This is an optimization exercise on Yosys and OpenROAD, whose aim is small area, not a production implementation. At most, simulation tests tie the RTL to the original design; equivalence was not proved. Function not checked in runs 2 to 4: the RTL went through the layout flow alone. Power figures rest on the tool's default switching activity, not on a simulated workload.

==> flow/design.v <==
module blsync (
    input  wire        clk,
    input  wire        rst,             
    input  wire        host_req,
    input  wire        host_we,
    input  wire [16:0] host_addr,
    input  wire [31:0] host_wdata,
    output reg  [31:0] host_rdata,
    output wire        host_err,
    input  wire        cancel_in,
    output wire        irq_done,
    output reg         line_open,
    output reg         line_cfg_get,
    output reg         line_cfg_set,
    output reg         line_close,
    output reg  [63:0] line_cfg_wdata,
    input  wire        line_ok,
    input  wire [63:0] line_cfg_rdata,
    output reg         tx_valid,
    output reg  [7:0]  tx_data,
    input  wire        tx_ready,
    input  wire        tx_error,
    input  wire        tx_closed,
    output reg         rx_pop,
    input  wire [1:0]  rx_kind,         
    input  wire [7:0]  rx_data
);
    localparam [4:0] S_IDLE     = 5'h00;
    localparam [4:0] S_OPEN     = 5'h01;
    localparam [4:0] S_GETCFG   = 5'h02;
    localparam [4:0] S_SETCFG   = 5'h03;
    localparam [4:0] S_PULSE    = 5'h04;
    localparam [4:0] S_SETTLE   = 5'h05;
    localparam [4:0] S_HSHAKE   = 5'h06;
    localparam [4:0] S_PROBE    = 5'h07;
    localparam [4:0] S_ACK_O    = 5'h08;
    localparam [4:0] S_ACK_K    = 5'h09;
    localparam [4:0] S_DRAIN    = 5'h0A;
    localparam [4:0] S_FAILCHK  = 5'h0B;
    localparam [4:0] S_BACKOFF  = 5'h0C;
    localparam [4:0] S_INFO_TX  = 5'h0D;
    localparam [4:0] S_INFO_ACK = 5'h0E;
    localparam [4:0] S_INFO_LEN = 5'h0F;
    localparam [4:0] S_INFO_PAY = 5'h10;
    localparam [4:0] S_RESTORE  = 5'h11;
    localparam [4:0] S_DONE     = 5'h12;
    localparam [1:0] R_NONE      = 2'd0;
    localparam [1:0] R_SUCCESS   = 2'd1;
    localparam [1:0] R_CANCELLED = 2'd2;
    localparam [1:0] R_FAULT     = 2'd3;
    localparam [3:0] C_USAGE       = 4'd1;
    localparam [3:0] C_LINE_OPEN   = 4'd2;
    localparam [3:0] C_CFG_GET     = 4'd3;
    localparam [3:0] C_CFG_SET     = 4'd4;
    localparam [3:0] C_TX_IO       = 4'd5;
    localparam [3:0] C_TX_CLOSED   = 4'd6;
    localparam [3:0] C_RX_IO       = 4'd7;
    localparam [3:0] C_RX_CLOSED   = 4'd8;
    localparam [3:0] C_INFO_NAK    = 4'd9;
    localparam [3:0] C_ALLOC       = 4'd10;
    localparam [3:0] C_CFG_RESTORE = 4'd11;
    localparam [31:0] BAUD_DEFAULT = 32'd115200;
    reg  [4:0]  state;
    reg  [31:0] baud_r;
    reg         bset;          
    reg  [31:0] cfg_lo;        
    reg  [21:0] pul;           
    reg         pv;            
    reg  [31:0] cfg_hi;        
    reg  [21:0] idx;
    reg  [31:0] attempts;
    reg         cancel_flag;
    reg         synced;
    reg  [1:0]  result;
    reg  [3:0]  fault_cause;
    reg  [4:0]  fstate;        
    reg         restore_fail;
    reg  [15:0] info_len;
    reg         lv;            
    reg         paid;          
    reg  [7:0]  payload [0:63];
    wire [31:0] baud = bset ? baud_r : BAUD_DEFAULT;
    wire busy = (state != S_IDLE) && (state != S_DONE);
    wire done = (state == S_DONE);
    assign irq_done = done;
    wire aligned    = (host_addr[1:0] == 2'b00);
    assign host_err = host_req && !aligned;
    wire host_wr    = host_req && host_we && aligned;
    wire ctrl_wr    = host_wr && (host_addr == 17'h00000);
    wire baud_wr    = host_wr && (host_addr == 17'h00004);
    wire start_cmd  = ctrl_wr && host_wdata[0];
    wire cancel_cmd = ctrl_wr && host_wdata[1];
    wire start_ok   = start_cmd && !busy;
    wire [6:0] pay_count = paid ? idx[6:0] : 7'd0;
    reg [15:0] fdata;
    always @* begin
        case (fault_cause)
            C_TX_IO, C_TX_CLOSED: fdata = idx[15:0];
            C_RX_IO, C_RX_CLOSED:
                fdata = idx[15:0];    
            C_INFO_NAK, C_ALLOC: fdata = info_len;
            default: fdata = 16'd0;
        endcase
    end
    wire [3:0]  cause_vis = (result == R_FAULT) ? fault_cause : 4'd0;
    wire [31:0] status = {4'd0, cause_vis, 6'd0, result, 3'd0,
                          restore_fail, cancel_flag, synced, done, busy,
                          3'd0, state};
    reg [15:0] wsel;
    reg [3:0]  lane_en;
    reg [5:0]  pidx;
    reg [31:0] win_word;
    integer    b, w;
    always @* begin
        for (w = 0; w < 16; w = w + 1)
            wsel[w] = (host_addr[5:2] == w[3:0]);
        for (b = 0; b < 4; b = b + 1) begin
            pidx = {host_addr[5:2], b[1:0]};
            lane_en[b] = host_addr[16] && (host_addr[15:6] == 10'd0) && ({1'b0, pidx} < pay_count);
        end
        win_word = 32'd0;
        for (w = 0; w < 16; w = w + 1)
            for (b = 0; b < 4; b = b + 1)
                win_word[8*b +: 8] = win_word[8*b +: 8] | ({8{wsel[w]}} & payload[4*w + b]);
        for (b = 0; b < 4; b = b + 1)
            win_word[8*b +: 8] = win_word[8*b +: 8] & {8{lane_en[b]}};
    end
    wire       reg_page = !host_addr[16] && (host_addr[15:5] == 11'd0);
    wire [7:0] rsel = {8{reg_page}} & (8'd1 << host_addr[4:2]);
    always @* begin
        host_rdata = win_word
                   | ({32{rsel[1]}} & baud)
                   | ({32{rsel[2]}} & status)
                   | ({32{rsel[3]}} & attempts)
                   | ({32{rsel[4] & pv}} & {10'd0, pul})
                   | ({32{rsel[5] & lv}} & {16'd0, info_len})
                   | ({32{rsel[6] & (result == R_FAULT)}} & {11'd0, fstate, fdata})
                   | ({32{rsel[7]}} & {25'd0, pay_count});
    end
    reg [6:0]  dv_r;
    reg [5:0]  dv_d;
    reg [5:0]  dv_q;
    reg [7:0]  dv_t;
    integer    k;
    always @* begin
        if (!busy) begin
            dv_r = {3'd0, baud[31:28]};
            dv_d = baud[27:22];
        end else begin
            dv_r = info_len[6:0];
            case (state[1:0])
                2'd1:    dv_d = cfg_lo[21:16];
                2'd2:    dv_d = cfg_lo[15:10];
                default: dv_d = cfg_lo[9:4];
            endcase
        end
        for (k = 5; k >= 0; k = k - 1) begin
            dv_t = {dv_r, dv_d[k]};
            if (dv_t >= 8'd125) begin
                dv_q[k] = 1'b1;
                dv_t    = dv_t - 8'd125;
            end else begin
                dv_q[k] = 1'b0;
            end
            dv_r = dv_t[6:0];
        end
    end
    reg [7:0] hs_byte;
    always @* begin
        case (idx[3:0])
            4'd0:  hs_byte = 8'h50;
            4'd2:  hs_byte = 8'h08;
            4'd4:  hs_byte = 8'h38;
            4'd5:  hs_byte = 8'hF0;
            4'd7:  hs_byte = 8'h20;
            4'd11: hs_byte = 8'h18;
            default: hs_byte = 8'h00;
        endcase
    end
    wire pulse_end   = (idx == pul);
    wire hs_end      = idx[3] & idx[2];               
    wire itx_end     = idx[2];                        
    wire drain_end   = idx[1] & idx[0];               
    wire two_end     = idx[1];                        
    wire pay_end     = (idx[6:0] == info_len[6:0]);   
    wire settle_end  = idx[9] & idx[7] & idx[4];      
    wire backoff_end = idx[16] & idx[15];             
    reg        fault;
    reg [3:0]  f_cause;
    reg        tx_act;
    reg        rx_act;
    reg [4:0]  nstate;
    reg        idx_inc, idx_clr, idx_div;
    reg        begin_att;
    reg        len_wr;
    reg        res_ok, res_cancel;
    reg        set_synced, set_paid;
    wire       tx_fail    = tx_error || tx_closed;
    wire [3:0] tx_cause   = tx_error ? C_TX_IO : C_TX_CLOSED;
    wire       rx_fail    = rx_kind[1];
    wire [3:0] rx_cause   = rx_kind[0] ? C_RX_CLOSED : C_RX_IO;
    wire       rx_byte    = (rx_kind == 2'd1);
    wire       cancel_now = cancel_flag || cancel_cmd || cancel_in;
    always @* begin
        line_open      = !rst && (state == S_OPEN);
        line_cfg_get   = !rst && (state == S_GETCFG);
        line_cfg_set   = !rst && ((state == S_SETCFG) || (state == S_RESTORE));
        line_close     = !rst && ((state == S_RESTORE) || ((state == S_GETCFG) && !line_ok));
        line_cfg_wdata = {cfg_hi[31:10],
                          (state == S_RESTORE) ? cfg_hi[9:0] : 10'b11_1000_0011,
                          cfg_lo};
        tx_act = 1'b0;
        rx_act = 1'b0;
        case (state)
            S_PULSE:    tx_act = !pulse_end;
            S_HSHAKE:   tx_act = !hs_end;
            S_INFO_TX:  tx_act = !itx_end;
            S_ACK_O,
            S_ACK_K:    rx_act = 1'b1;
            S_DRAIN:    rx_act = !drain_end;
            S_INFO_ACK,
            S_INFO_LEN: rx_act = !two_end;
            S_INFO_PAY: rx_act = !pay_end;
            default: ;
        endcase
        tx_valid = !rst && tx_act;
        rx_pop   = !rst && rx_act;
        case (state)
            S_PULSE:  tx_data = 8'h55;
            S_HSHAKE: tx_data = hs_byte;
            default:  tx_data = (idx[1:0] == 2'd0) ? 8'h10 : 8'h00;
        endcase
        fault   = 1'b0;
        f_cause = 4'd0;
        if (tx_act && tx_fail) begin
            fault = 1'b1; f_cause = tx_cause;
        end
        if (rx_act && rx_fail) begin
            fault = 1'b1; f_cause = rx_cause;
        end
        case (state)
            S_OPEN:   if (!line_ok) begin fault = 1'b1; f_cause = C_LINE_OPEN; end
            S_GETCFG: if (!line_ok) begin fault = 1'b1; f_cause = C_CFG_GET; end
            S_SETCFG: if (!line_ok) begin fault = 1'b1; f_cause = C_CFG_SET; end
            S_INFO_ACK:
                if (two_end && info_len != 16'h4B4F) begin
                    fault = 1'b1; f_cause = C_INFO_NAK;
                end
            S_INFO_LEN:
                if (two_end && info_len > 16'd64) begin
                    fault = 1'b1; f_cause = C_ALLOC;
                end
            default: ;
        endcase
        nstate     = state;
        idx_inc    = 1'b0;
        idx_clr    = 1'b0;
        idx_div    = 1'b0;
        begin_att  = 1'b0;
        len_wr     = 1'b0;
        res_ok     = 1'b0;
        res_cancel = 1'b0;
        set_synced = 1'b0;
        set_paid   = 1'b0;
        if (fault) begin
            nstate = (state == S_OPEN || state == S_GETCFG) ? S_DONE : S_RESTORE;
        end else begin
            case (state)
                S_OPEN: begin
                    idx_div = 1'b1;
                    nstate  = S_GETCFG;
                end
                S_GETCFG: begin
                    idx_div = 1'b1;
                    nstate  = S_SETCFG;
                end
                S_SETCFG: begin
                    begin_att = 1'b1;
                    idx_clr   = 1'b1;
                    nstate    = S_PULSE;
                end
                S_PULSE:
                    if (pulse_end) begin
                        idx_clr = 1'b1;
                        nstate  = S_SETTLE;
                    end else begin
                        idx_inc = tx_ready;
                    end
                S_SETTLE:
                    if (settle_end) begin
                        idx_clr = 1'b1;
                        nstate  = S_HSHAKE;
                    end else begin
                        idx_inc = 1'b1;
                    end
                S_HSHAKE:
                    if (hs_end)
                        nstate = S_PROBE;
                    else
                        idx_inc = tx_ready;
                S_PROBE: begin
                    idx_clr = 1'b1;
                    nstate  = rx_byte ? S_ACK_O : S_FAILCHK;
                end
                S_ACK_O:
                    if (rx_byte) begin
                        idx_inc = 1'b1;
                        nstate  = (rx_data == 8'h4F) ? S_ACK_K : S_FAILCHK;
                    end
                S_ACK_K:
                    if (rx_byte) begin
                        if (rx_data == 8'h4B) begin
                            idx_clr = 1'b1;
                            nstate  = S_DRAIN;
                        end else begin
                            nstate  = S_FAILCHK;
                        end
                    end
                S_DRAIN:
                    if (drain_end) begin
                        set_synced = 1'b1;
                        idx_clr    = 1'b1;
                        nstate     = S_INFO_TX;
                    end else begin
                        idx_inc = rx_byte;
                    end
                S_FAILCHK:
                    if (cancel_now) begin
                        res_cancel = 1'b1;
                        nstate     = S_RESTORE;
                    end else begin
                        idx_clr = 1'b1;
                        nstate  = S_BACKOFF;
                    end
                S_BACKOFF:
                    if (backoff_end) begin
                        begin_att = 1'b1;
                        idx_clr   = 1'b1;
                        nstate    = S_PULSE;
                    end else begin
                        idx_inc = 1'b1;
                    end
                S_INFO_TX:
                    if (itx_end) begin
                        idx_clr = 1'b1;
                        nstate  = S_INFO_ACK;
                    end else begin
                        idx_inc = tx_ready;
                    end
                S_INFO_ACK:
                    if (two_end) begin
                        idx_clr = 1'b1;
                        nstate  = S_INFO_LEN;
                    end else begin
                        len_wr  = rx_byte;
                        idx_inc = rx_byte;
                    end
                S_INFO_LEN:
                    if (two_end) begin
                        if (info_len == 16'd0) begin
                            res_ok = 1'b1;
                            nstate = S_RESTORE;
                        end else begin
                            idx_clr  = 1'b1;
                            set_paid = 1'b1;
                            nstate   = S_INFO_PAY;
                        end
                    end else begin
                        len_wr  = rx_byte;
                        idx_inc = rx_byte;
                    end
                S_INFO_PAY:
                    if (pay_end) begin
                        res_ok = 1'b1;
                        nstate = S_RESTORE;
                    end else begin
                        idx_inc = rx_byte;
                    end
                S_RESTORE:
                    nstate = S_DONE;
                default: ;
            endcase
        end
    end
    always @(posedge clk) begin
        if (!idx[6])
            payload[idx[5:0]] <= rx_data;
    end
    always @(posedge clk) begin
        if (baud_wr)
            baud_r <= host_wdata;
        if (state == S_GETCFG)
            idx <= line_cfg_rdata[21:0];
        else if (idx_clr)
            idx <= 22'd0;
        else
            idx <= idx + {21'd0, idx_inc};    
        if (state == S_GETCFG)
            info_len[15:7] <= line_cfg_rdata[30:22];
        if (start_ok || idx_div)
            info_len[6:0] <= dv_r;
        else if (len_wr) begin
            if (idx[0])
                info_len[15:8] <= rx_data;
            else
                info_len[7:0]  <= rx_data;
        end
        if (start_ok)
            cfg_lo <= baud;
        else if (state == S_SETCFG)
            cfg_lo <= {fault_cause[0], info_len[15:7], idx};
        if (state == S_GETCFG)
            cfg_hi <= line_cfg_rdata[63:32];
        if (start_ok || idx_div || state == S_SETCFG)
            pul <= {pul[15:0], dv_q};
    end
    always @(posedge clk) begin
        if (rst) begin
            state        <= S_IDLE;
            bset         <= 1'b0;
            pv           <= 1'b0;
            attempts     <= 32'd0;
            cancel_flag  <= 1'b0;
            synced       <= 1'b0;
            result       <= R_NONE;
            fault_cause  <= 4'd0;
            restore_fail <= 1'b0;
            lv           <= 1'b0;
            paid         <= 1'b0;
        end else begin
            if (baud_wr)
                bset <= 1'b1;
            if (start_ok) begin
                pv           <= 1'b0;
                attempts     <= 32'd0;
                cancel_flag  <= cancel_cmd && (baud != 32'd0);
                    synced       <= 1'b0;
                result       <= R_NONE;
                restore_fail <= 1'b0;
                lv           <= 1'b0;
                paid         <= 1'b0;
                if (baud == 32'd0) begin
                    result      <= R_FAULT;
                    fault_cause <= C_USAGE;
                    fstate      <= state;
                    state       <= S_DONE;
                end else begin
                    state       <= S_OPEN;
                end
            end else begin
                if (busy && (cancel_cmd || cancel_in))
                    cancel_flag <= 1'b1;
                state <= nstate;
                if (fault) begin
                    result      <= R_FAULT;
                    fault_cause <= f_cause;
                    fstate      <= state;
                end else if (state == S_GETCFG) begin
                    fault_cause[0] <= line_cfg_rdata[31];
                end
                if (begin_att) begin
                    attempts <= attempts + 32'd1;
                    pv       <= 1'b1;
                end
                if (set_synced)
                    synced <= 1'b1;
                if (set_paid)
                    paid <= 1'b1;
                if (len_wr && idx[0] && state == S_INFO_LEN)
                    lv <= 1'b1;
                if (res_ok)
                    result <= R_SUCCESS;
                if (res_cancel)
                    result <= R_CANCELLED;
                if (state == S_RESTORE && !line_ok) begin
                    restore_fail <= 1'b1;
                    if (result != R_FAULT) begin
                        result      <= R_FAULT;
                        fault_cause <= C_CFG_RESTORE;
                        fstate      <= state;
                    end
                end
            end
        end
    end
endmodule
==> flow/flow/run.sh <==
#!/bin/bash
# Own layout flow: the standard ORFS flow with three changes.
#  1. Synthesis is the standard flow's (synth_recipe.tcl, unchanged) except that Yosys's
#     abc call gets an area-oriented ABC script (flow/abc.script) and the
#     full-adder extraction is skipped (flow/synth_pre.tcl), so adders are
#     mapped by ABC too; the registers come from the same dfflibmap step,
#     so they are unchanged.
#  2. Port buffers are sky130_fd_sc_hd__buf_1 (BUFFER_PORTS_ARGS).
#  3. CTS options from flow/cts_args.txt.
# Each tool's output goes to a log file in this folder (make.log) and to
# ORFS's own per-step logs under orfs/logs.
set -euo pipefail
HERE=$(pwd)
ABC_SCRIPT=$(tr -d '\n' < "$HERE/flow/abc.script")
{
  cat "$HERE/flow/synth_pre.tcl"
  printf 'proc abc {args} {\n'
  printf '  set i [lsearch -exact $args -script]\n'
  printf '  if {$i >= 0} { set args [lreplace $args $i [expr {$i + 1}] -script {%s}] }\n' "$ABC_SCRIPT"
  printf '  yosys abc {*}$args\n'
  printf '}\n'
  cat "$HERE/synth_recipe.tcl"
} > "$HERE/own_synth.tcl"
CTS_ARGS_VAL=$(tr -d '\n' < "$HERE/flow/cts_args.txt")
sed -e "s#SYNTH_SCRIPT=[^ ]*#SYNTH_SCRIPT=$HERE/own_synth.tcl \"BUFFER_PORTS_ARGS=-buffer_cell sky130_fd_sc_hd__buf_1\" \"CTS_ARGS=$CTS_ARGS_VAL\"#" \
    "$HERE/standard.sh" > "$HERE/own_standard.sh"
bash "$HERE/own_standard.sh" finish > "$HERE/make.log" 2>&1
==> flow/flow/abc.script <==
+strash;ifraig;dc2;strash;&get,-n;&deepsyn,-T,60;&put;dc2;&get,-n;&dch,-f;&nf,-R,1000;&put;&get,-n;&st;&dch,-f;&nf,-R,1000;&put
==> flow/flow/cts_args.txt <==
-sink_clustering_enable -repair_clock_nets -dont_use_dummy_load -buf_list sky130_fd_sc_hd__clkbuf_16 -sink_clustering_size 33 -sink_clustering_max_diameter 80
==> flow/flow/synth_pre.tcl <==
proc extract_fa {args} {}
==> flow/standard.sh <==
#!/bin/bash
# synth_recipe.tcl (not shown) runs the flow's synth.tcl, then flattens the netlist and writes it again
# the make line also repeats each setting of config.mk as NAME=value (left out here)
make -C /OpenROAD-flow-scripts/flow DESIGN_CONFIG=/design/flow/config.mk WORK_HOME=/design/flow/orfs CLKGATE_MAP_FILE= SYNTH_SCRIPT=/design/flow/synth_recipe.tcl "${@:-finish}"
==> flow/config.mk <==
export PLATFORM = sky130hd
export DESIGN_NAME = blsync
export DESIGN_NICKNAME = blsync
export VERILOG_FILES = /design/flow/design.v
export SDC_FILE = /design/flow/constraint.sdc
export NUM_CORES = 4
export LEC_CHECK = 0
export ABC_AREA = 1
export CAP_MARGIN = 20
export CORE_MARGIN = 5
export CORE_UTILIZATION = 60
export PLACE_DENSITY = 0.72
export SLEW_MARGIN = 20
==> flow/constraint.sdc <==
create_clock -name core_clock -period 40.0 [get_ports {clk}]
set_input_delay 8.0000 -clock core_clock [delete_from_list [all_inputs] [get_ports {clk}]]
set_output_delay 8.0000 -clock core_clock [all_outputs]
set_load 0.01 [all_outputs]
==> results of run 1 <==
state kept, by name, indices dropped and copies added (netlist names), 2 cells and up:
name,cells
attempts,32
baud_r,32
cfg_hi,32
cfg_lo,32
fault_cause,4
fstate,5
idx,22
info_len,16
payload,512
pul,22
result,2
state,5
metal layers:
metal  share of wire [%]  GRT usage, %  vias up  routed length [um]
met5               0.013             0        -                  13
met3                  14          8.97      268               13600
li1                    -             -     8721                   -
met4                 4.7          13.0        2                4590
met1                  36          51.0    10200               35800
met2                  45          57.0     1874               44400
power by group:
| part | internal, W | leakage, nW | total (W) | switching, W |
|---|---|---|---|---|
| logic | 0.000128 | 2.94 | 0.000427 | 0.000299 |
| clock network | 0.000154 | 0.419 | 0.000375 | 0.000221 |
| registers | 0.000916 | 6.48 | 0.000996 | 0.0000799 |
| total | 0.00120 | 9.83 | 0.00180 | 0.000600 |
worst max-delay path, delay by kind of cell:
family	cells	cell delay, ps
simple gates	4	1710
compound gates	4	940
buf+inv	4	730
synth_stat cells, drive strengths merged (3+ instances only):
cell,n
edfxtp,642
nor2,196
nand2,188
a222oi,137
a21oi,84
o21ai,83
dfxtp,81
a22oi,55
a221oi,48
nand3,48
clkinv,44
nor3,35
and2,27
a22o,25
and3,25
buf,24
nand4,21
or3,16
nand2b,15
nor2b,15
nor4,15
o31ai,14
o2111ai,13
o22ai,13
xnor2,13
xor2,13
a31oi,12
a221o,11
or2,8
mux2,6
o211ai,6
a211oi,5
a311oi,5
a31o,5
o21a,5
a2111oi,4
a21o,4
and4,4
o221ai,4
a21boi,3
nand3b,3
area by class of cell:
type                            instances  area (um2)  share of cell area [%]
Timing Repair Buffer                  292        1290                    4.12
Tap cell                              615         769                    2.45
Inverter                               44         165                   0.526
Sequential cell                       723       20900                    66.6
Multi-Input combinational cell       1202        7420                    23.6
Clock buffer                           34         851                    2.71
worst max path at each step:
stage                               end  slack, ps
after floorplan           host_rdata[2]      20270
after global placement    host_rdata[7]      20750
after detailed placement  host_rdata[0]      20720
after CTS                 host_rdata[0]      20710
after global routing      host_rdata[0]      20410
final                     host_rdata[0]      20610
cells by family (layout without fill, tap and decap cells):
family / Yosys count / count (layout) / synth area share, %
DFF: 723 / 723 / 73.1
and+or+nand+nor: 620 / 620 / 9.93
AOI/OAI and AO/OA: 546 / 546 / 14.6
buffers and inverters: 68 / 370 / 1.21
xor gates and xnor gates: 26 / 26 / 0.797
muxes: 8 / 8 / 0.306
adders and majority gates: 1 / 1 / 0.0350
other: 1 / 1 / 0.0131
through the flow:
step	instance area, um2	worst slack, ps	utilization [%]
floorplan	28600	20270	-
global placement	30500	20750	64.4
detailed placement	30500	20720	64.4
CTS	31400	20710	66.2
global route	31400	20410	66.2
finish	31400	20610	66.2
==> run notes, run 1 <==
sequential area share after synthesis=73.1%; drc violations=0; Slew @ Worst Pin=around 1100 ps; post-synth cell types=56; max-slew violation count=0; Post-Layout Cell Count=a little under 3000; Pwr Density=57.2 nW/um2; Hold Path Class=reg -> reg; hold path cells=2; CTS tree=yes; power consumption=approximately 0.0018 W; Hold Path End=pv$_SDFFE_PP0P_; Starting Density=60.2%; Routed WL=98400 um; CP Launch Point=host_addr[12]; CP Capture Type=output port; CP max stage delay=between 700 and 800 ps; area share of the leading cell type in the synthesized netlist=about two thirds; final setup fails=0; relative slew slack=roughly 24%; Final period util=between 40% and 50%; number of max-cap violations=0; largest area contributor in the netlist=edfxtp_1; R2R Path Start=state[1]$_SDFFE_PP0P_; Synth async-reset ratio=0%; Boundary Pins=around 240; Worst Path Required=around 32000 ps; port buffer count=242; Top FF cell, synth=edfxtp_1; vias per cell=slightly above 7; Rows=80; initial antenna violation count=2; Synth Cell Area=approximately 29000 um2; root buffer cell=clkbuf_16; YS warnings=1; RSZ-0062 raised after global routing=no; status=timing/DRC/antenna clean; Area Overhead vs Synth=9.86%; leak pwr=around 9.8 nW; fill count=about 3500; Max Fclk=around 52 MHz; CP max-delay cell=nor2_1; worst vdd ir=between 0.04 and 0.05 mV; R2R Path End=info_len[5]$_DFFE_PP_; #FFs+latches synth=723; # clock sinks=around 720; ranking of synthesized cells by area=edfxtp_1 (67%), dfxtp_1 (5.7%), a222oi_1 (4.8%); DRT antenna net count=0; worst-case clock buffer depth=3; Final nets=2429; EDFF count, synth=between 600 and 700; Hold Slack=~470 ps; CP max FO=12; cts repair resizes=0; Tmin final=between 15000 and 20000 ps; skew final=between 70 and 80 ps; DRT iter0 DRCs=approximately 4200; per-cell routed wire length=roughly 34 um; Setup Crit Path Kind=in -> out; clock latency (worst-skew pair)=about 600 ps; core box area=about 47000 um2; Arr. time, crit path=11390 ps; most used cell, CP=buf_1; setup_tns=0 ps; most common cell after layout, fill and taps aside=edfxtp_1; vias in the first global route=between 15000 and 20000; Die ar.=52100 um2; DRT Pass-1 Iters=10; most frequent cells in the layout=edfxtp_1 (642), buf_1 (234), nand2_1 (188), nor2_1 (186), a222oi_1 (137); Die Height=~230 um; Inserted Clock Buffers=34; largest net degree at the start of global routing=roughly 70; CP Launch Type=input pin; via count of the routed design=roughly 21000; first-pass GRT wire length=between 100000 and 150000 um; die width=approximately 230 um; ratio of cells with drive above 1 in the final layout=between 4 and 5%; routability cong.=1.02; final hold vios=0; hold wc startpoint=pv$_SDFFE_PP0P_; GRT Overall Usage=36.5%; Post-Synthesis Cells=roughly 2000; setup slack, reg-to-reg=slightly below 30000 ps; Post-CTS Hold Buffers=0; cell depth of the worst flop-to-flop path=43; diodes inserted=0; Post-CTS Setup Bufs=0; critical path, cell by cell=buf_1 > nor4_1 > nand3_1 > nor2_1 > and4_1 > clkinv_1 > a2111oi_2 > buf_4 > a31o_1 > a22oi_1 > o2111ai_1 > buf_1; Mean Syn Cell Area=between 10 and 15 um2; clk slew on worst S/H paths=about 70 ps; grt total ovfl=0; htree depth=2; Post-DP HPWL=between 60000 and 70000 um; placed cells=approximately 2900; Syn Nets=2125
==> inputs of run 2 (changes only) <==
--- a/flow/design.v
+++ b/flow/design.v
@@ -64,7 +64,7 @@
     reg  [31:0] baud_r;
     reg         bset;          
     reg  [31:0] cfg_lo;        
-    reg  [21:0] pul;           
+    reg  [31:0] pul;           
     reg         pv;            
     reg  [31:0] cfg_hi;        
     reg  [21:0] idx;
@@ -97,45 +97,45 @@
         case (fault_cause)
             C_TX_IO, C_TX_CLOSED: fdata = idx[15:0];
             C_RX_IO, C_RX_CLOSED:
-                fdata = idx[15:0];    
+                fdata = (fstate == S_ACK_O || fstate == S_ACK_K) ? {15'd0, fstate[0]} : idx[15:0];
             C_INFO_NAK, C_ALLOC: fdata = info_len;
             default: fdata = 16'd0;
         endcase
     end
-    wire [3:0]  cause_vis = (result == R_FAULT) ? fault_cause : 4'd0;
-    wire [31:0] status = {4'd0, cause_vis, 6'd0, result, 3'd0,
+    wire [31:0] status = {4'd0, fault_cause, 6'd0, result, 3'd0,
                           restore_fail, cancel_flag, synced, done, busy,
                           3'd0, state};
-    reg [15:0] wsel;
-    reg [3:0]  lane_en;
     reg [5:0]  pidx;
     reg [31:0] win_word;
     integer    b, w;
     always @* begin
+        win_word = 32'd0;
         for (w = 0; w < 16; w = w + 1)
-            wsel[w] = (host_addr[5:2] == w[3:0]);
+            if (host_addr[5:2] == w[3:0])
+                for (b = 0; b < 4; b = b + 1)
+                    win_word[8*b +: 8] = win_word[8*b +: 8] | payload[4*w + b];
         for (b = 0; b < 4; b = b + 1) begin
             pidx = {host_addr[5:2], b[1:0]};
-            lane_en[b] = host_addr[16] && (host_addr[15:6] == 10'd0) && ({1'b0, pidx} < pay_count);
+            if (!((host_addr[15:6] == 10'd0) && ({1'b0, pidx} < pay_count)))
+                win_word[8*b +: 8] = 8'h00;
         end
-        win_word = 32'd0;
-        for (w = 0; w < 16; w = w + 1)
-            for (b = 0; b < 4; b = b + 1)
-                win_word[8*b +: 8] = win_word[8*b +: 8] | ({8{wsel[w]}} & payload[4*w + b]);
-        for (b = 0; b < 4; b = b + 1)
-            win_word[8*b +: 8] = win_word[8*b +: 8] & {8{lane_en[b]}};
     end
-    wire       reg_page = !host_addr[16] && (host_addr[15:5] == 11'd0);
-    wire [7:0] rsel = {8{reg_page}} & (8'd1 << host_addr[4:2]);
     always @* begin
-        host_rdata = win_word
-                   | ({32{rsel[1]}} & baud)
-                   | ({32{rsel[2]}} & status)
-                   | ({32{rsel[3]}} & attempts)
-                   | ({32{rsel[4] & pv}} & {10'd0, pul})
-                   | ({32{rsel[5] & lv}} & {16'd0, info_len})
-                   | ({32{rsel[6] & (result == R_FAULT)}} & {11'd0, fstate, fdata})
-                   | ({32{rsel[7]}} & {25'd0, pay_count});
+        host_rdata = 32'd0;
+        if (host_addr[16]) begin
+            host_rdata = win_word;
+        end else if (host_addr[15:5] == 11'd0) begin
+            case (host_addr[4:2])
+                3'd1: host_rdata = baud;
+                3'd2: host_rdata = status;
+                3'd3: host_rdata = attempts;
+                3'd4: if (pv) host_rdata = {10'd0, pul[21:0]};
+                3'd5: if (lv) host_rdata = {16'd0, info_len};
+                3'd6: if (result == R_FAULT) host_rdata = {11'd0, fstate, fdata};
+                3'd7: host_rdata = {25'd0, pay_count};
+                default: host_rdata = 32'd0;
+            endcase
+        end
     end
     reg [6:0]  dv_r;
     reg [5:0]  dv_d;
@@ -177,7 +177,7 @@
             default: hs_byte = 8'h00;
         endcase
     end
-    wire pulse_end   = (idx == pul);
+    wire pulse_end   = (idx == pul[21:0]);
     wire hs_end      = idx[3] & idx[2];               
     wire itx_end     = idx[2];                        
     wire drain_end   = idx[1] & idx[0];               
@@ -202,10 +202,10 @@
     wire       rx_byte    = (rx_kind == 2'd1);
     wire       cancel_now = cancel_flag || cancel_cmd || cancel_in;
     always @* begin
-        line_open      = !rst && (state == S_OPEN);
-        line_cfg_get   = !rst && (state == S_GETCFG);
-        line_cfg_set   = !rst && ((state == S_SETCFG) || (state == S_RESTORE));
-        line_close     = !rst && ((state == S_RESTORE) || ((state == S_GETCFG) && !line_ok));
+        line_open      = (state == S_OPEN);
+        line_cfg_get   = (state == S_GETCFG);
+        line_cfg_set   = (state == S_SETCFG) || (state == S_RESTORE);
+        line_close     = (state == S_RESTORE) || ((state == S_GETCFG) && !line_ok);
         line_cfg_wdata = {cfg_hi[31:10],
                           (state == S_RESTORE) ? cfg_hi[9:0] : 10'b11_1000_0011,
                           cfg_lo};
@@ -223,8 +223,8 @@
             S_INFO_PAY: rx_act = !pay_end;
             default: ;
         endcase
-        tx_valid = !rst && tx_act;
-        rx_pop   = !rst && rx_act;
+        tx_valid = tx_act;
+        rx_pop   = rx_act;
         case (state)
             S_PULSE:  tx_data = 8'h55;
             S_HSHAKE: tx_data = hs_byte;
@@ -298,15 +298,11 @@
                         nstate = S_PROBE;
                     else
                         idx_inc = tx_ready;
-                S_PROBE: begin
-                    idx_clr = 1'b1;
-                    nstate  = rx_byte ? S_ACK_O : S_FAILCHK;
-                end
+                S_PROBE:
+                    nstate = rx_byte ? S_ACK_O : S_FAILCHK;
                 S_ACK_O:
-                    if (rx_byte) begin
-                        idx_inc = 1'b1;
-                        nstate  = (rx_data == 8'h4F) ? S_ACK_K : S_FAILCHK;
-                    end
+                    if (rx_byte)
+                        nstate = (rx_data == 8'h4F) ? S_ACK_K : S_FAILCHK;
                 S_ACK_K:
                     if (rx_byte) begin
                         if (rx_data == 8'h4B) begin
@@ -389,14 +385,12 @@
     always @(posedge clk) begin
         if (baud_wr)
             baud_r <= host_wdata;
-        if (state == S_GETCFG)
-            idx <= line_cfg_rdata[21:0];
+        if (start_ok || idx_div)
+            idx <= {idx[15:0], dv_q};
         else if (idx_clr)
             idx <= 22'd0;
-        else
-            idx <= idx + {21'd0, idx_inc};    
-        if (state == S_GETCFG)
-            info_len[15:7] <= line_cfg_rdata[30:22];
+        else if (idx_inc)
+            idx <= idx + 22'd1;
         if (start_ok || idx_div)
             info_len[6:0] <= dv_r;
         else if (len_wr) begin
@@ -408,11 +402,13 @@
         if (start_ok)
             cfg_lo <= baud;
         else if (state == S_SETCFG)
-            cfg_lo <= {fault_cause[0], info_len[15:7], idx};
-        if (state == S_GETCFG)
+            cfg_lo <= pul;
+        if (state == S_GETCFG) begin
             cfg_hi <= line_cfg_rdata[63:32];
-        if (start_ok || idx_div || state == S_SETCFG)
-            pul <= {pul[15:0], dv_q};
+            pul    <= line_cfg_rdata[31:0];
+        end else if (begin_att && state == S_SETCFG) begin
+            pul[21:0] <= {idx[15:0], dv_q};
+        end
     end
     always @(posedge clk) begin
         if (rst) begin
@@ -432,10 +428,11 @@
                 bset <= 1'b1;
             if (start_ok) begin
                 pv           <= 1'b0;
-                attempts     <= 32'd0;
                 cancel_flag  <= cancel_cmd && (baud != 32'd0);
-                    synced       <= 1'b0;
+                attempts     <= 32'd0;
+                synced       <= 1'b0;
                 result       <= R_NONE;
+                fault_cause  <= 4'd0;
                 restore_fail <= 1'b0;
                 lv           <= 1'b0;
                 paid         <= 1'b0;
@@ -455,8 +452,6 @@
                     result      <= R_FAULT;
                     fault_cause <= f_cause;
                     fstate      <= state;
-                end else if (state == S_GETCFG) begin
-                    fault_cause[0] <= line_cfg_rdata[31];
                 end
                 if (begin_att) begin
                     attempts <= attempts + 32'd1;
==> flow/flow/abc.script (replaced) <==
+strash;ifraig;dc2;strash;&get,-n;&dch,-f;&nf,-R,1000;&put;&get,-n;&st;&dch,-f;&nf,-R,1000;&put
==> flow/flow/cts_args.txt (replaced) <==
-sink_clustering_enable -repair_clock_nets -dont_use_dummy_load -buf_list sky130_fd_sc_hd__clkbuf_16 -sink_clustering_size 30 -sink_clustering_max_diameter 80
--- a/flow/config.mk
+++ b/flow/config.mk
@@ -6,8 +6,8 @@
 export NUM_CORES = 4
 export LEC_CHECK = 0
 export ABC_AREA = 1
-export CAP_MARGIN = 20
-export CORE_MARGIN = 5
+export CAP_MARGIN = 0
+export CORE_MARGIN = 2
 export CORE_UTILIZATION = 60
 export PLACE_DENSITY = 0.72
-export SLEW_MARGIN = 20
+export SLEW_MARGIN = 0
==> run 2 against run 1 <==
Effect of this change:
- combinational power grew 25%
- largest cell class unchanged
- critical path depth shrank 5
- worst setup slack lost 170 ps
- still clean on timing, DRC and antenna
- maximum frequency shrank 0.85%
==> run notes, run 2 <==
status=timing/DRC/antenna clean (unchanged); post-synth cell types=57 (was 56); relative slew slack=9.24% (was 24.3%); Post-CTS Setup Bufs=0 (unchanged); clk slew on worst S/H paths=50 ps (was 70 ps); via count of the routed design=21800 (was 21100); most frequent cells in the layout=edfxtp_1 (683), nor2_1 (238), buf_1 (234), nand2_1 (171), a21oi_1 (121) (was edfxtp_1 (642), buf_1 (234), nand2_1 (188), nor2_1 (186), a222oi_1 (137)); area share of the leading cell type in the synthesized netlist=69.3% (was 67.5%); Synth Cell Area=29600 um2 (was 28600 um2); largest area contributor in the netlist=edfxtp_1 (unchanged); Mean Syn Cell Area=14.1 um2 (was 14.3 um2); Post-Synthesis Cells=2092 (was 1993); CP Launch Type=input pin (unchanged); Max Fclk=51.1 MHz (was 51.6 MHz); routability cong.=0.986 (was 1.02); Syn Nets=2224 (was 2125); # clock sinks=733 (was 723); #FFs+latches synth=733 (was 723); first-pass GRT wire length=137000 um (was 139000 um); synth cell count leaders=edfxtp_1 (683), nor2_1 (245), nand2_1 (171) (was edfxtp_1 (642), nor2_1 (196), nand2_1 (188)); setup slack, reg-to-reg=28900 ps (was 29550 ps); power consumption=0.00195 W (was 0.00180 W); Routed WL=97200 um (was 98400 um); Synth async-reset ratio=0% (unchanged); sequential area share after synthesis=72.7% (was 73.1%); initial antenna violation count=3 (was 2); RSZ-0062 raised after global routing=no (unchanged); most frequent cell after synthesis=edfxtp_1 (unchanged); drc violations=0 (unchanged); root buffer cell=clkbuf_16 (unchanged); worst-case clock buffer depth=3 (unchanged); ranking of synthesized cells by area=edfxtp_1 (69%), dfxtp_1 (3.4%), a222oi_1 (3.1%) (was edfxtp_1 (67%), dfxtp_1 (5.7%), a222oi_1 (4.8%)); Hold Path Class=reg -> reg (unchanged); final setup fails=0 (unchanged); number of max-cap violations=0 (unchanged); CP Capture Type=output port (unchanged); ratio of cells with drive above 1 in the final layout=4.63% (was 4.92%); setup_tns=0 ps (unchanged); leak pwr=9.97 nW (was 9.83 nW); Worst Path Required=32000 ps (about the same); max reg flops=512 (unchanged); vias per cell=7.12 (was 7.25); worst vdd ir=0.0465 mV (was 0.0498 mV); Post-CTS Hold Buffers=0 (unchanged); Die ar.=51100 um2 (was 52100 um2); Pwr Density=60.0 nW/um2 (was 57.2 nW/um2); DP Worst Slack=20540 ps (was 20720 ps); die width=226 um (was 228 um); Top FF cell, synth=edfxtp_1 (unchanged); Final Core Density=66.6% (was 66.2%); Final nets=2531 (was 2429); DRT antenna net count=0 (unchanged); Post-DP HPWL=64900 um (was 66000 um); Boundary Pins=244 (unchanged); Die Height=226 um (was 228 um); grt total ovfl=0 (unchanged); final hold vios=0 (unchanged); htree depth=2 (unchanged); clock latency (worst-skew pair)=610 ps (was 600 ps); Inserted Clock Buffers=37 (was 34); Area Overhead vs Synth=9.92% (was 9.86%); Slew @ Worst Pin=1360 ps (was 1130 ps); vias in the first global route=20200 (was 19600); CP max FO=19 (was 12); largest net degree at the start of global routing=70 (was 68); Setup Crit Path Kind=in -> out (unchanged); core box area=48800 um2 (was 47400 um2); DRT Pass-1 Iters=9 (was 10); Arr. time, crit path=11560 ps (was 11390 ps); Starting Density=60.6% (was 60.2%); cts repair resizes=0 (unchanged); DRT iter0 DRCs=4460 (was 4152); Final period util=48.9% (was 48.5%); port buffer count=242 (unchanged); Hold Slack=488 ps (was 470 ps); per-cell routed wire length=31.7 um (was 33.8 um); Tmin final=19560 ps (was 19390 ps); max-slew violation count=0 (unchanged); most common cell after layout, fill and taps aside=edfxtp_1 (unchanged); YS warnings=1 (unchanged); Rows=81 (was 80); EDFF count, synth=683 (was 642); GRT Overall Usage=37.7% (was 36.5%); setup ws final=20440 ps (was 20610 ps); CTS tree=yes (unchanged); skew final=53.8 ps (was 76.2 ps)
==> run 2: cell types whose count changed in the layout (fill, tap and decap cells not counted), moves of 14 or more <==
cell,previous run,this run
a222oi_1,137,93
o22ai_1,13,54
o21ai_0,81,67
nand3_1,48,69
xnor2_1,13,44
nand2_1,188,171
edfxtp_1,642,683
a21oi_1,84,121
nor2_1,186,238
a22o_1,25,7
a22oi_1,55,87
clkinv_1,43,14
dfxtp_1,81,50
==> run 2: per-stage QoR <==
| stage | cell area (um2) | cells |
|---|---|---|
| after floorplan | 29600 | 2092 |
| after global placement | 31600 | 3024 |
| after detailed placement | 31600 | 3024 |
| after CTS | 32500 | 3061 |
| after global routing | 32500 | 3061 |
| final | 32500 | 3062 |
==> run 2: metal layers <==
layer | wire, um | track usage (%)
met1 | 36000 | 54.2
met2 | 43400 | 56.7
met3 | 14000 | 8.63
met4 | 3750 | 14.2
met5 | 12 | 0
==> run 2: cell families (layout without fill, tap and decap cells) <==
group           after synthesis  count (layout)  synth area share (%)
buf+inv                      39             344                 0.799
flops                       733             733                  72.7
compound gates              553             553                  13.4
simple gates                688             688                  10.7
xor+xnor                     62              62                  1.83
mux                          16              16                 0.609
other cells                   1               2                0.0127
==> run 2: path summary, 6_finish.rpt <==
kind,startpoint,cells past startpoint,endpoint
setup reg to reg,state[3]$_SDFFE_PP0P_,37,info_len[5]$_DFFE_PP_
hold reg to reg,attempts[6]$_SDFFE_PP0P_,1,attempts[6]$_SDFFE_PP0P_
hold / removal,attempts[6]$_SDFFE_PP0P_,1,attempts[6]$_SDFFE_PP0P_
setup / recovery,host_addr[5],7,host_rdata[17]
==> run 2: report_power, final <==
part / total [W] / switching, W / internal [W] / leakage (nW)
combinational: 0.000535 / 0.000371 / 0.000164 / 2.93
clock: 0.000396 / 0.000229 / 0.000166 / 0.456
sequential: 0.00102 / 0.0000842 / 0.000937 / 6.59
==> run 2: layout make-up <==
class | count | area, um2
Multi-Input combinational cell | 1320 | 7920
Clock buffer | 37 | 926
Timing Repair Buffer | 292 | 1290
Sequential cell | 733 | 21500
Tap cell | 664 | 831
Antenna cell | 1 | 2.50
Inverter | 15 | 56.3
Fill cell | 3563 | 16300
==> run 2: critical path: stages <==
cell and delay (ps):
buf_1 680, o22ai_1 270, o41ai_2 980, clkinv_1 300
a21oi_1 820, o22ai_1 290, buf_1 210
==> inputs of run 3 (changes only) <==
--- a/flow/design.v
+++ b/flow/design.v
@@ -61,8 +61,7 @@
     localparam [3:0] C_CFG_RESTORE = 4'd11;
     localparam [31:0] BAUD_DEFAULT = 32'd115200;
     reg  [4:0]  state;
-    reg  [31:0] baud_r;
-    reg         bset;          
+    reg  [31:0] baud;
     reg  [31:0] cfg_lo;        
     reg  [31:0] pul;           
     reg         pv;            
@@ -79,7 +78,6 @@
     reg         lv;            
     reg         paid;          
     reg  [7:0]  payload [0:63];
-    wire [31:0] baud = bset ? baud_r : BAUD_DEFAULT;
     wire busy = (state != S_IDLE) && (state != S_DONE);
     wire done = (state == S_DONE);
     assign irq_done = done;
@@ -383,8 +381,6 @@
             payload[idx[5:0]] <= rx_data;
     end
     always @(posedge clk) begin
-        if (baud_wr)
-            baud_r <= host_wdata;
         if (start_ok || idx_div)
             idx <= {idx[15:0], dv_q};
         else if (idx_clr)
@@ -413,7 +409,7 @@
     always @(posedge clk) begin
         if (rst) begin
             state        <= S_IDLE;
-            bset         <= 1'b0;
+            baud         <= BAUD_DEFAULT;
             pv           <= 1'b0;
             attempts     <= 32'd0;
             cancel_flag  <= 1'b0;
@@ -425,7 +421,7 @@
             paid         <= 1'b0;
         end else begin
             if (baud_wr)
-                bset <= 1'b1;
+                baud <= host_wdata;
             if (start_ok) begin
                 pv           <= 1'b0;
                 cancel_flag  <= cancel_cmd && (baud != 32'd0);
@@ -472,7 +468,7 @@
                     if (result != R_FAULT) begin
                         result      <= R_FAULT;
                         fault_cause <= C_CFG_RESTORE;
-                        fstate      <= state;
+                        fstate      <= S_RESTORE;
                     end
                 end
             end
==> flow/flow/abc.script (replaced) <==
+&get,-n;&st;&dch,-f;&nf,-R,1000;&put
--- a/flow/config.mk
+++ b/flow/config.mk
@@ -8,6 +8,5 @@
 export ABC_AREA = 1
 export CAP_MARGIN = 0
 export CORE_MARGIN = 2
-export CORE_UTILIZATION = 60
-export PLACE_DENSITY = 0.72
+export CORE_UTILIZATION = 40
 export SLEW_MARGIN = 0
==> run 3 against run 2 <==
Effect of this change:
- combinational power decreased by 3%
- via count increased by 3.7%
- area after synthesis increased by 3.0%
==> run notes, run 3 <==
status=timing/DRC/antenna clean (unchanged); Post-CTS Hold Buffers=0 (unchanged); Rows=101 (was 81); Worst Path Required=32000 ps (about the same); clock latency (worst-skew pair)=620 ps (was 610 ps); drc violations=0 (unchanged); ratio of cells with drive above 1 in the final layout=5.01% (was 4.63%); Post-CTS Setup Bufs=0 (unchanged); #FFs+latches synth=732 (was 733); Arr. time, crit path=11590 ps (was 11560 ps); CP Launch Point=host_addr[2] (was host_addr[5]); Crit path max-delay family=compound AO/OA/AOI/OAI gates (unchanged); CP Launch Type=input pin (unchanged); Final period util=49.0% (was 48.9%); Pwr Density=56.6 nW/um2 (was 60.0 nW/um2); Synth Cell Area=30500 um2 (was 29600 um2); design area=34000 um2 (was 32500 um2); critical path depth=14 (was 7); Synth async-reset ratio=0% (unchanged); vias in the first global route=21400 (was 20200); sequential area share after synthesis=69.4% (was 72.7%); max-slew violation count=0 (unchanged); R2R Path Start=state[0]$_SDFFE_PP0P_ (was state[3]$_SDFFE_PP0P_); skew final=73.6 ps (was 53.8 ps); CP Capture Point=host_rdata[23] (was host_rdata[17]); max reg flops=512 (unchanged); fill count=6916 (was 3563); Tmin final=19590 ps (was 19560 ps); Boundary Pins=244 (unchanged); most frequent cells in the layout=edfxtp_1 (651), nor2_1 (328), nand2_1 (252), buf_1 (233), a22oi_1 (104) (was edfxtp_1 (683), nor2_1 (238), buf_1 (234), nand2_1 (171), a21oi_1 (121)); DRT iter0 DRCs=3234 (was 4460); first-pass GRT wire length=148000 um (was 137000 um); Starting Density=40.3% (was 60.6%); number of max-cap violations=0 (unchanged); # clock sinks=732 (was 733); die width=280 um (was 226 um); largest net degree at the start of global routing=70 (unchanged); Slew @ Worst Pin=1350 ps (was 1360 ps); cell depth of the worst flop-to-flop path=43 (was 37); setup slack, reg-to-reg=28510 ps (was 28900 ps); initial antenna violation count=4 (was 3); Setup Crit Path Kind=in -> out (unchanged); EDFF count, synth=651 (was 683); hold wc startpoint=synced$_SDFFE_PP0P_ (was attempts[6]$_SDFFE_PP0P_); htree depth=2 (unchanged); per-cell routed wire length=28.6 um (was 31.7 um); Syn Nets=2470 (was 2224); root buffer cell=clkbuf_16 (unchanged); most used cell, CP=a221o_1; Post-DP HPWL=72300 um (was 64900 um); CP max FO=32 (was 19); Hold Path Class=reg -> reg (unchanged); clk slew on worst S/H paths=70 ps (was 50 ps); final hold vios=0 (unchanged); R2R Path End=info_len[4]$_DFFE_PP_ (was info_len[5]$_DFFE_PP_); via count of the routed design=22600 (was 21800); Mean Syn Cell Area=13.0 um2 (was 14.1 um2); CP bufs+invs=3 (unchanged); worst-case clock buffer depth=3 (unchanged); synth cell count leaders=edfxtp_1 (651), nor2_1 (338), nand2_1 (252) (was edfxtp_1 (683), nor2_1 (245), nand2_1 (171)); Top FF cell, synth=edfxtp_1 (unchanged); Routed WL=104000 um (was 97200 um); RSZ-0062 raised after global routing=no (unchanged); Final Core Density=44.9% (was 66.6%); YS warnings=1 (unchanged); Die ar.=78400 um2 (was 51100 um2); largest area contributor in the netlist=edfxtp_1 (unchanged); leak pwr=10.5 nW (was 9.97 nW); core box area=75700 um2 (was 48800 um2); cts repair resizes=0 (unchanged); Post-Synthesis Cells=2338 (was 2092); grt total ovfl=0 (unchanged); routability cong.=0.950 (was 0.986); port buffer count=242 (unchanged); GRT Overall Usage=25.8% (was 37.7%); Max Fclk=51.0 MHz (was 51.1 MHz); final setup fails=0 (unchanged); CP max-delay cell=a221oi_1 (was o41ai_2); area share of the leading cell type in the synthesized netlist=64.1% (was 69.3%); vias per cell=6.22 (was 7.12); critical path, cell by cell=buf_1 > or2_0 > nor3_2 > buf_4 > a22oi_1 > nand2_1 > a221o_1 > a221o_1 > a221o_1 > a221o_1 > a221o_1 > a221oi_1 > o22ai_1 > buf_1 (was buf_1 > o22ai_1 > o41ai_2 > clkinv_1 > a21oi_1 > o22ai_1 > buf_1); relative slew slack=9.88% (was 9.24%); ranking of synthesized cells by area=edfxtp_1 (64%), dfxtp_1 (5.3%), nor2_1 (4.2%) (was edfxtp_1 (69%), dfxtp_1 (3.4%), a222oi_1 (3.1%)); Post-Place Cell Area=33000 um2 (was 31600 um2); DRT antenna net count=0 (unchanged); CP Capture Type=output port (unchanged); CTS tree=yes (unchanged); CP max stage delay=420 ps (was 980 ps); Inserted Clock Buffers=38 (was 37); most common cell after layout, fill and taps aside=edfxtp_1 (unchanged); most frequent cell after synthesis=edfxtp_1 (unchanged); post-synth cell types=57 (unchanged); power consumption=0.00192 W (was 0.00195 W); worst vdd ir=0.0465 mV (about the same); DRT Pass-1 Iters=9 (unchanged); Die Height=280 um (was 226 um); Final nets=2788 (was 2531); Area Overhead vs Synth=11.4% (was 9.92%); setup_tns=0 ps (unchanged)
run 3: tightest hold or removal path, delay by kind of cell, from the launching register on:
kind / cells / cell delay [ps]
flip-flops: 1 / 330
AND/OR/NAND/NOR: 2 / 130
run 3: power breakdown:
group,leakage [nW],internal [W],switching (W)
clock network,0.468,0.000171,0.000230
registers,6.54,0.000919,0.0000813
logic,3.47,0.000163,0.000358
total,10.5,0.00125,0.000669
run 3: kinds of logic after synthesis:
| family | Yosys count | share of synthesized area [%] |
|---|---|---|
| fa+ha+maj | 1 | 0.0328 |
| flops | 732 | 69.4 |
| xor+xnor | 80 | 2.30 |
| compound gates | 581 | 14.0 |
| simple gates | 895 | 13.3 |
| buf+inv | 44 | 0.837 |
| mux | 4 | 0.131 |
| other cells | 1 | 0.0123 |
run 3: routing by layer:
metal / share of wire [%] / vias to the layer above / track usage [%]
met1: 41 / 11200 / 35.9
li1: - / 9853 / -
met3: 9.3 / 186 / 4.36
met2: 46 / 1323 / 40.9
met5: 0.047 / - / 0
met4: 4.0 / 8 / 9.46
run 3: how the worst min path moves through the flow:
stage | to | cells past startpoint
floorplan | pv$_SDFFE_PP0P_ | 2
detailed placement | pv$_SDFFE_PP0P_ | 2
finish | synced$_SDFFE_PP0P_ | 2
global placement | synced$_SDFFE_PP0P_ | 2
global route | synced$_SDFFE_PP0P_ | 2
CTS | pv$_SDFFE_PP0P_ | 2
run 3: area by class of cell:
class / instances / area (um2) / share of cell area (%)
clock buffers: 38 / 951 / 2.80
diodes: 2 / 5.00 / 0.0147
repair buffers: 302 / 1370 / 4.04
flip-flops and latches: 732 / 21200 / 62.4
well taps: 978 / 1220 / 3.60
multi-input cells: 1562 / 9160 / 27.0
inverters: 20 / 75.1 / 0.221
run 3: per-stage QoR:
stage | setup WS [ps] | hold slack [ps] | cells
finish | 20410 | 489 | 3634
global placement | 20570 | 459 | 3594
floorplan | 20770 | 432 | 2338
global route | 20170 | 519 | 3632
detailed placement | 20520 | 456 | 3594
CTS | 20510 | 488 | 3632
==> inputs of run 4 (changes only) <==
--- a/flow/config.mk
+++ b/flow/config.mk
@@ -6,7 +6,7 @@
 export NUM_CORES = 4
 export LEC_CHECK = 0
 export ABC_AREA = 1
-export CAP_MARGIN = 0
+export CAP_MARGIN = 20
 export CORE_MARGIN = 2
 export CORE_UTILIZATION = 40
-export SLEW_MARGIN = 0
+export SLEW_MARGIN = 20
==> run 4 against run 3 <==
Effect of this change:
- design area is essentially flat
- via count fell by 0.15%
- critical path depth is the same
- critical endpoint unchanged
- die area is the same
- flip-flop and latch count unchanged
- count of clock-buffer cells in the layout stayed put
==> run notes, run 4 <==
status=timing/DRC/antenna clean (unchanged); htree depth=2 (unchanged); Hold Path Class=reg -> reg (unchanged); final hold vios=0 (unchanged); CTS tree=yes (unchanged); power consumption=0.00192 W (about the same); area share of the leading cell type in the synthesized netlist=64.1% (unchanged); CP Launch Type=input pin (unchanged); synth cell count leaders=edfxtp_1 (651), nor2_1 (338), nand2_1 (252) (unchanged); ranking of synthesized cells by area=edfxtp_1 (64%), dfxtp_1 (5.3%), nor2_1 (4.2%) (unchanged); Inserted Clock Buffers=38 (unchanged); Tmin final=19620 ps (was 19590 ps); Hold Path End=synced$_SDFFE_PP0P_ (unchanged); setup_tns=0 ps (unchanged); vias per cell=6.21 (was 6.22); cts repair resizes=0 (unchanged); Mean Syn Cell Area=13.0 um2 (unchanged); Synth async-reset ratio=0% (unchanged); Starting Density=40.3% (unchanged); first-pass GRT wire length=149000 um (was 148000 um); Worst Path Required=32000 ps (about the same); GRT Overall Usage=25.9% (was 25.8%); Rows=101 (unchanged); drc violations=0 (unchanged); leak pwr=10.5 nW (about the same); core box area=75700 um2 (unchanged); sequential area share after synthesis=69.4% (unchanged); R2R Path Start=state[0]$_SDFFE_PP0P_ (unchanged); Max Fclk=51.0 MHz (about the same); Syn Nets=2470 (unchanged); most common cell after layout, fill and taps aside=edfxtp_1 (unchanged); Slew @ Worst Pin=1140 ps (was 1350 ps); root buffer cell=clkbuf_16 (unchanged); YS warnings=1 (unchanged); EDFF count, synth=651 (unchanged); routability cong.=0.950 (unchanged); Sw Pwr=0.000671 W (was 0.000669 W); max-slew violation count=0 (unchanged); RSZ-0062 raised after global routing=no (unchanged); Internal=0.00125 W (about the same); clock latency (worst-skew pair)=640 ps (was 620 ps); Arr. time, crit path=11620 ps (was 11590 ps); grt total ovfl=0 (unchanged); Boundary Pins=244 (unchanged); hold path cells=2 (unchanged); most frequent cell after synthesis=edfxtp_1 (unchanged); most frequent cells in the layout=edfxtp_1 (651), nor2_1 (326), nand2_1 (252), buf_1 (233), a22oi_1 (104) (was edfxtp_1 (651), nor2_1 (328), nand2_1 (252), buf_1 (233), a22oi_1 (104)); Final period util=49.1% (was 49.0%); DRT iter0 DRCs=3413 (was 3234); skew final=93.9 ps (was 73.6 ps); logic gate share of total power=27.2% (was 27.1%); post-synth cell types=57 (unchanged); die width=280 um (unchanged); Reg power frac=51.9% (was 52.0%); ratio of cells with drive above 1 in the final layout=5.19% (was 5.01%); Die ar.=78400 um2 (unchanged); Synth Cell Area=30500 um2 (unchanged); clk slew on worst S/H paths=50 ps (was 70 ps); per-cell routed wire length=28.6 um (about the same); Die Height=280 um (unchanged); Post-DP HPWL=72300 um (about the same); R2R Path End=info_len[4]$_DFFE_PP_ (unchanged); Clock Power Share=20.9% (was 20.8%); Area Overhead vs Synth=11.5% (was 11.4%); via count of the routed design=22600 (about the same); Post-CTS Setup Bufs=0 (unchanged); CP Capture Type=output port (unchanged); Net Sw Frac=34.9% (was 34.8%); Post-Synthesis Cells=2338 (unchanged); cell depth of the worst flop-to-flop path=43 (unchanged); Post-CTS Hold Buffers=0 (unchanged); hold wc startpoint=synced$_SDFFE_PP0P_ (unchanged); DRT Pass-1 Iters=8 (was 9); Top FF cell, synth=edfxtp_1 (unchanged); number of max-cap violations=0 (unchanged); worst-case clock buffer depth=3 (unchanged); Setup Crit Path Kind=in -> out (unchanged); final setup fails=0 (unchanged); Pwr Density=56.6 nW/um2 (about the same); #FFs+latches synth=732 (unchanged); # clock sinks=732 (unchanged); initial antenna violation count=4 (unchanged); CP max FO=32 (unchanged); relative slew slack=24.3% (was 9.88%); largest area contributor in the netlist=edfxtp_1 (unchanged); setup slack, reg-to-reg=28600 ps (was 28510 ps); max reg flops=512 (unchanged); Final nets=2791 (was 2788); port buffer count=242 (unchanged); largest net degree at the start of global routing=70 (unchanged); worst vdd ir=0.0480 mV (was 0.0465 mV); Routed WL=104000 um (about the same); vias in the first global route=21400 (about the same); DRT antenna net count=0 (unchanged)
==> run 4: changes by cell type in the layout (fill, tap and decap cells not counted) <==
cell,previous run,this run
buf_4,60,61
clkbuf_4,0,2
diode_2,2,1
nor2_1,328,326
nor2_2,8,10
o21ai_0,81,80
o21ai_1,2,3
o21bai_2,1,0
o21bai_4,0,1
==> run 4: kinds of logic (layout without fill, tap and decap cells) <==
family | after synthesis | count (layout) | synth area share, %
adder cells (fa/ha/maj) | 1 | 1 | 0.0328
other | 1 | 2 | 0.0123
AND/OR/NAND/NOR | 895 | 895 | 13.3
buffers and inverters | 44 | 363 | 0.837
multiplexers | 4 | 4 | 0.131
XOR/XNOR | 80 | 80 | 2.30
flip-flops | 732 | 732 | 69.4
AO/OA/AOI/OAI | 581 | 581 | 14.0
==> run 4: worst max-delay path by stage <==
stage | from | endpoint | depth (start not counted)
after global placement | host_addr[5] | host_rdata[23] | 13
final | host_addr[2] | host_rdata[23] | 14
after floorplan | host_addr[3] | host_rdata[22] | 11
after CTS | host_addr[2] | host_rdata[23] | 14
after global routing | host_addr[2] | host_rdata[22] | 14
after detailed placement | host_addr[2] | host_rdata[23] | 14
==> run 4: critical path: stages <==
cell and delay (ps):
buf_1 380, or2_0 390, nor3_2 60, buf_4 300
a22oi_1 230, nand2_1 80, a221o_1 270, a221o_1 270
a221o_1 260, a221o_1 270, a221o_1 260, a221oi_1 410
o22ai_1 240, buf_1 180
==> run 4: per-layer routing <==
metal,part of all wire [%],global-route usage (%),vias up
li1,-,-,9866
met1,41,36.1,11300
met2,46,41.5,1244
met3,9.5,4.27,155
met4,3.4,8.42,6
met5,0.034,0,-
==> run 4: final cells by class <==
cell class,instances,area (um2)
flip-flops and latches,732,21200
well taps,978,1220
diodes,1,2.50
repair buffers,305,1390
inverters,20,75.1
fillers,6963,41700
clock buffers,38,951
multi-input cells,1562,9170
==> run 4: power groups by stage <==
stage          sequential (W)  clock, W  combinational [W]
5_1_grt               0.00100  0.000433           0.000574
6_report              0.00100  0.000402           0.000523
2_1_floorplan        0.000980         0           0.000336
4_1_cts              0.000996  0.000407           0.000517
3_3_place_gp          0.00101         0           0.000503
3_5_place_dp          0.00101         0           0.000514
==> run 4: stage by stage <==
step	instance area (um2)	setup slack, ps	util, %	hold WS, ps	instances
2_1_floorplan	30500	20770	-	432	2338
5_1_grt	34000	20140	44.9	517	3636
3_3_place_gp	33000	20570	43.6	459	3594
6_report	34000	20380	44.9	488	3636
3_5_place_dp	33000	20490	43.6	465	3595
4_1_cts	34000	20480	44.9	483	3633

-- afterwards: timing with drivers on the ports --
The results above use ideal ports. As a check the final layouts listed here were re-extracted and re-timed, cells and wires unchanged.
Step 1: set_driving_cell puts a clkbuf_16 on clk and a buf_2 on each other input, an assumption about the parent block.
Step 2 times the ports against the registers' clock, not the clock port: input delays grow and output delays shrink by t, the midpoint of the rising clock arrivals with the driver on.
a / b / c = no drivers / after step 1 / after step 2; a / b = the first two.
run | t, ns | setup slack, ns | worst hold slack (ns) | clock arrival spread, ns | pins driven straight from the clock port
run 1 | 0.632 | 20.608 / 20.587 / 20.587 | 0.470 / 0.470 / 0.470 | 0.085 / 0.086 | 1
run 2 | 0.652 | 20.443 / 20.389 / 20.389 | 0.488 / 0.488 / 0.488 | 0.058 / 0.058 | 1
run 3 | 0.643 | 20.410 / 20.319 / 20.319 | 0.489 / 0.489 / 0.489 | 0.080 / 0.080 | 1
run 4 | 0.649 | 20.378 / 20.277 / 20.277 | 0.488 / 0.488 / 0.488 | 0.114 / 0.114 | 1
After both steps setup and hold are still met in every run listed. The setup slack of run 4, which loses most, moves by -0.101 ns with the drivers and by -0.101 ns with both steps.
